Background: an optimization exercise with open tools, aiming at small area. Do not read the settings as production practice. The RTL was checked by simulation tests, not by an equivalence proof against the original design.

// dmd_draw
module dmd_draw (
    input  wire        clk,
    input  wire        rst,
    input  wire        cmd_valid,
    output wire        cmd_ready,
    input  wire [31:0] cmd_data,
    output wire        busy,
    output wire        ill,
    input  wire [6:0]  rd_addr,
    output wire [7:0]  rd_data
);
    localparam [4:0] S_IDLE = 5'd0;    
    localparam [4:0] S_PASS = 5'd1;    
    localparam [4:0] S_WPIX = 5'd2;    
    localparam [4:0] S_L1   = 5'd3;    
    localparam [4:0] S_T1   = 5'd4;    
    localparam [4:0] S_T2   = 5'd5;    
    localparam [4:0] S_T3   = 5'd6;    
    localparam [4:0] S_T4   = 5'd7;    
    localparam [4:0] S_LA   = 5'd8;    
    localparam [4:0] S_LX   = 5'd9;    
    localparam [4:0] S_LY   = 5'd10;   
    localparam [4:0] S_LF1  = 5'd11;   
    localparam [4:0] S_LF2  = 5'd12;   
    localparam [4:0] S_CI   = 5'd13;   
    localparam [4:0] S_CPA  = 5'd14;   
    localparam [4:0] S_CPB  = 5'd15;   
    localparam [4:0] S_CS1  = 5'd16;   
    localparam [4:0] S_CS0  = 5'd17;   
    localparam [4:0] S_CS2  = 5'd18;   
    localparam [4:0] S_CS3  = 5'd19;   
    localparam [4:0] S_C0   = 5'd20;   
  ...
==> flow/config.mk <==
export PLATFORM = sky130hd
export DESIGN_NAME = dmd_draw
export DESIGN_NICKNAME = dmd_draw
export VERILOG_FILES = /design/flow/design.v
export SDC_FILE = /design/flow/constraint.sdc
export NUM_CORES = 4
export LEC_CHECK = 0
export CAP_MARGIN = 20
export CORE_MARGIN = 2
export CORE_UTILIZATION = 40
export CTS_BUF_LIST = sky130_fd_sc_hd__clkbuf_8
export CTS_CLUSTER_DIAMETER = 100
export CTS_CLUSTER_SIZE = 14
export SLEW_MARGIN = 20
==> flow/constraint.sdc <==
create_clock -name core_clock -period 12.0 [get_ports {clk}]
set_input_delay 2.4000 -clock core_clock [delete_from_list [all_inputs] [get_ports {clk}]]
set_output_delay 2.4000 -clock core_clock [all_outputs]
set_load 0.01 [all_outputs]
standard.sh (not shown) runs the stock make flow with config.mk's settings and CLKGATE_MAP_FILE= SYNTH_SCRIPT=/design/flow/synth_recipe.tcl, a recipe that flattens the netlist after the stock synthesis.
==> flow/flow/run.sh <==
#!/bin/bash
# The standard ORFS layout (standard.sh), except that synthesis maps the
# logic with an area-oriented ABC script (flow/abc_area_map.script) in place
# of ORFS's speed script.  Registers, flattening and renaming are those of
# the standard synthesis; every later step is the standard flow.
set -euo pipefail
here=$(pwd)
rm -rf "$here/scripts_abc"
cp -r "$FLOW_HOME/scripts" "$here/scripts_abc"
cp "$here/flow/abc_area_map.script" "$here/scripts_abc/abc_speed.script"
bash standard.sh SCRIPTS_DIR="$here/scripts_abc" synth > "$here/synth.log" 2>&1
bash standard.sh finish > "$here/layout.log" 2>&1
==> flow/flow/abc_area_map.script <==
strash
&get -n
&st
&dch
&nf -R 1000 -p
&put
mfs2
strash
dch -f
amap
topo
stime -c
buffer -c
dnsize -c
Change:
--- a/flow/design.v
+++ b/flow/design.v
@@ -26,14 +26,12 @@
     localparam [4:0] S_CPA  = 5'd14;   
     localparam [4:0] S_CPB  = 5'd15;   
     localparam [4:0] S_CS1  = 5'd16;   
     localparam [4:0] S_CS0  = 5'd17;   
     localparam [4:0] S_CS2  = 5'd18;   
     localparam [4:0] S_CS3  = 5'd19;   
-    localparam [4:0] S_C0   = 5'd20;   
-    localparam [4:0] S_C1   = 5'd21;   
     reg  [1023:0] ring;             
     reg  [9:0]    c;                
     wire [7:0]    tin = ring[1023:1016];
     wire [7:0]    tnew;
     wire [6:0] ridx = c[6:0] + ~rd_addr;
     reg  [7:0] rd_or, rd_g;
@@ -61,13 +59,12 @@
     reg         opf, opv;       
     reg         ill_q;
     reg  [15:0] X, Y;           
     reg  [16:0] P, Q;           
     reg  [17:0] F;              
     reg         xmaj;
-    reg         lx;             
     reg  [2:0]  k;              
     reg  [5:0]  xl;             
     reg         xon;            
     assign busy = (st != S_IDLE);
     assign ill  = ill_q;
     wire [7:0]  op0  = cmd_data[31:24];
@@ -96,19 +93,13 @@
     reg  [2:0]  b_sel;          
     reg         b_sh, b_0, b_sub, b_ci;
     always @(*) begin
         a_sel = 2'd2; a_m1 = 1'b0;
         b_sel = 3'd0; b_sh = 1'b0; b_0 = 1'b0; b_sub = 1'b0; b_ci = 1'b0;
         case (st)
-            S_IDLE: if (ph == 2'd1) begin     
-                        a_sel = 2'd3; b_sel = {2'd1, lx};
-                    end else begin             
-                        a_sel = 2'd0; b_sel = 3'd2; b_sub = 1'b1;
-                    end
-            S_C0:   begin a_sel = 2'd3; a_m1 = 1'b1; b_sel = 3'd4; end
-            S_C1:   begin a_sel = 2'd3; b_sel = 3'd2; end
+            S_IDLE: begin a_sel = 2'd0; b_sel = 3'd2; b_sub = 1'b1; end
             S_L1:   begin a_sel = 2'd1; b_sel = 3'd3; b_sub = 1'b1; end
             S_T1:   begin a_sel = 2'd3; b_sel = 3'd1; end
             S_T2:   begin b_sel = 3'd0; b_sub = 1'b1; end
             S_T3:   begin a_sel = 2'd3; a_m1 = rev; b_sel = {2'd0, xm}; b_sh = 1'b1; end
             S_T4:   begin b_sel = {2'd0, ~xm}; b_sub = 1'b1; end
             S_LA:   begin a_sel = {1'b0, ~xmaj}; b_sel = {2'd1, ~xmaj}; b_sub = 1'b1; end
@@ -215,13 +206,13 @@
     reg rdy;
     always @(*) begin
         rdy = 1'b0;
         case (st)
             S_IDLE: case (ph)
                 2'd0:    rdy = ~(lg_clr | lg_tst);
-                2'd1:    rdy = lx;
+                2'd1:    rdy = 1'b1;
                 default: rdy = ill2 | ((kd == 2'd1) & cmd_data[15]);
             endcase
             S_PASS: rdy = (c == 10'd1023);
             S_LA:   rdy = l_end & c_go;
             S_CPA, S_CPB: rdy = c_done;
             default: rdy = 1'b0;
@@ -230,13 +221,12 @@
     assign cmd_ready = rdy;
     always @(posedge clk) begin
         if (rst) begin
             st    <= S_IDLE;
             ph    <= 2'd0;
             ill_q <= 1'b0;
-            lx    <= 1'b0;
         end else begin
             case (st)
                 S_IDLE: if (cmd_valid) begin
                     case (ph)
                         2'd0: begin
                             if (multi) begin
@@ -249,18 +239,15 @@
                                 opv <= v0 ^ ((md0 == 3'd1) | (md0 == 3'd4));
                             end else if (lg_clr | lg_tst) begin
                                 if (c == 10'd0) st <= S_PASS;
                             end else
                                 ill_q <= 1'b1;
                         end
-                        2'd1: if (!lx) begin
-                            X  <= S[15:0];
-                            lx <= 1'b1;
-                        end else begin
-                            Y  <= S[15:0];
-                            lx <= 1'b0;
+                        2'd1: begin
+                            X <= cmd_data[15:0];
+                            Y <= cmd_data[31:16];
                             if (wp) begin
                                 ph <= 2'd0;
                                 if (bad)       ill_q <= 1'b1;
                                 else if (!nop) st <= S_WPIX;
                             end else
                                 ph <= 2'd2;
@@ -275,14 +262,16 @@
                                     st <= S_L1;
                                 end
                                 2'd1: begin
                                     if (cmd_data[15])
                                         ph <= 2'd0;
                                     else begin
+                                        P  <= 17'd0;
+                                        Q  <= {1'b0, cmd_data[15:0]};
                                         k  <= 3'd0;
-                                        st <= S_C0;
+                                        st <= S_CI;
                                     end
                                 end
                                 default: if (c == 10'd0) st <= S_PASS;
                             endcase
                         end
                     endcase
@@ -314,14 +303,12 @@
                 end
                 S_LF1: begin
                     if (l_s) F <= S;
                     st <= S_LF2;
                 end
                 S_LF2: begin F <= S; st <= S_LA; end
-                S_C0: begin P <= S[16:0]; st <= S_C1; end
-                S_C1: begin Q <= S[16:0]; st <= S_CI; end
                 S_CI: begin F <= S; st <= S_CS3; end
                 S_CPA: begin
                     xl  <= S[5:0];
                     xon <= (S[17:6] == 12'd0);
                     if (!c_next) st <= S_CPB;
                 end
The new run went through all stages and came out clean.
Global-route usage came out lower by 0.78 points.
Synthesized area came out higher by about 0.8%.
Core utilization came out higher by 0.22 points.
Setup slack gets better by 0.11 ns.
Die area came out higher by 0.78%.

[static timing again, ports no longer ideal]
Ports are ideal in the flow. The routed layouts listed here were re-timed in OpenROAD.
Step 1 assumes that a clkbuf_16 drives the clock port and a buf_2 every other input.
Step 2 also shifts input and output timing later by t, the mid clock arrival at the registers, as if the neighbouring blocks saw the same clock.
Slacks: ideal / step 1 / step 2; pairs: ideal / step 1.
run	shift t [ns]	setup slack, ns	hold WS [ns]	worst setup path after step 2	pins driven straight from the clock port
the first run	0.789	0.695 / 0.635 / 0.923	0.312 / 0.312 / 0.312	input to output	1
the second run	0.777	0.806 / 0.742 / 0.899	0.313 / 0.313 / 0.313	input to output	1
After both steps every run listed still meets setup and hold.
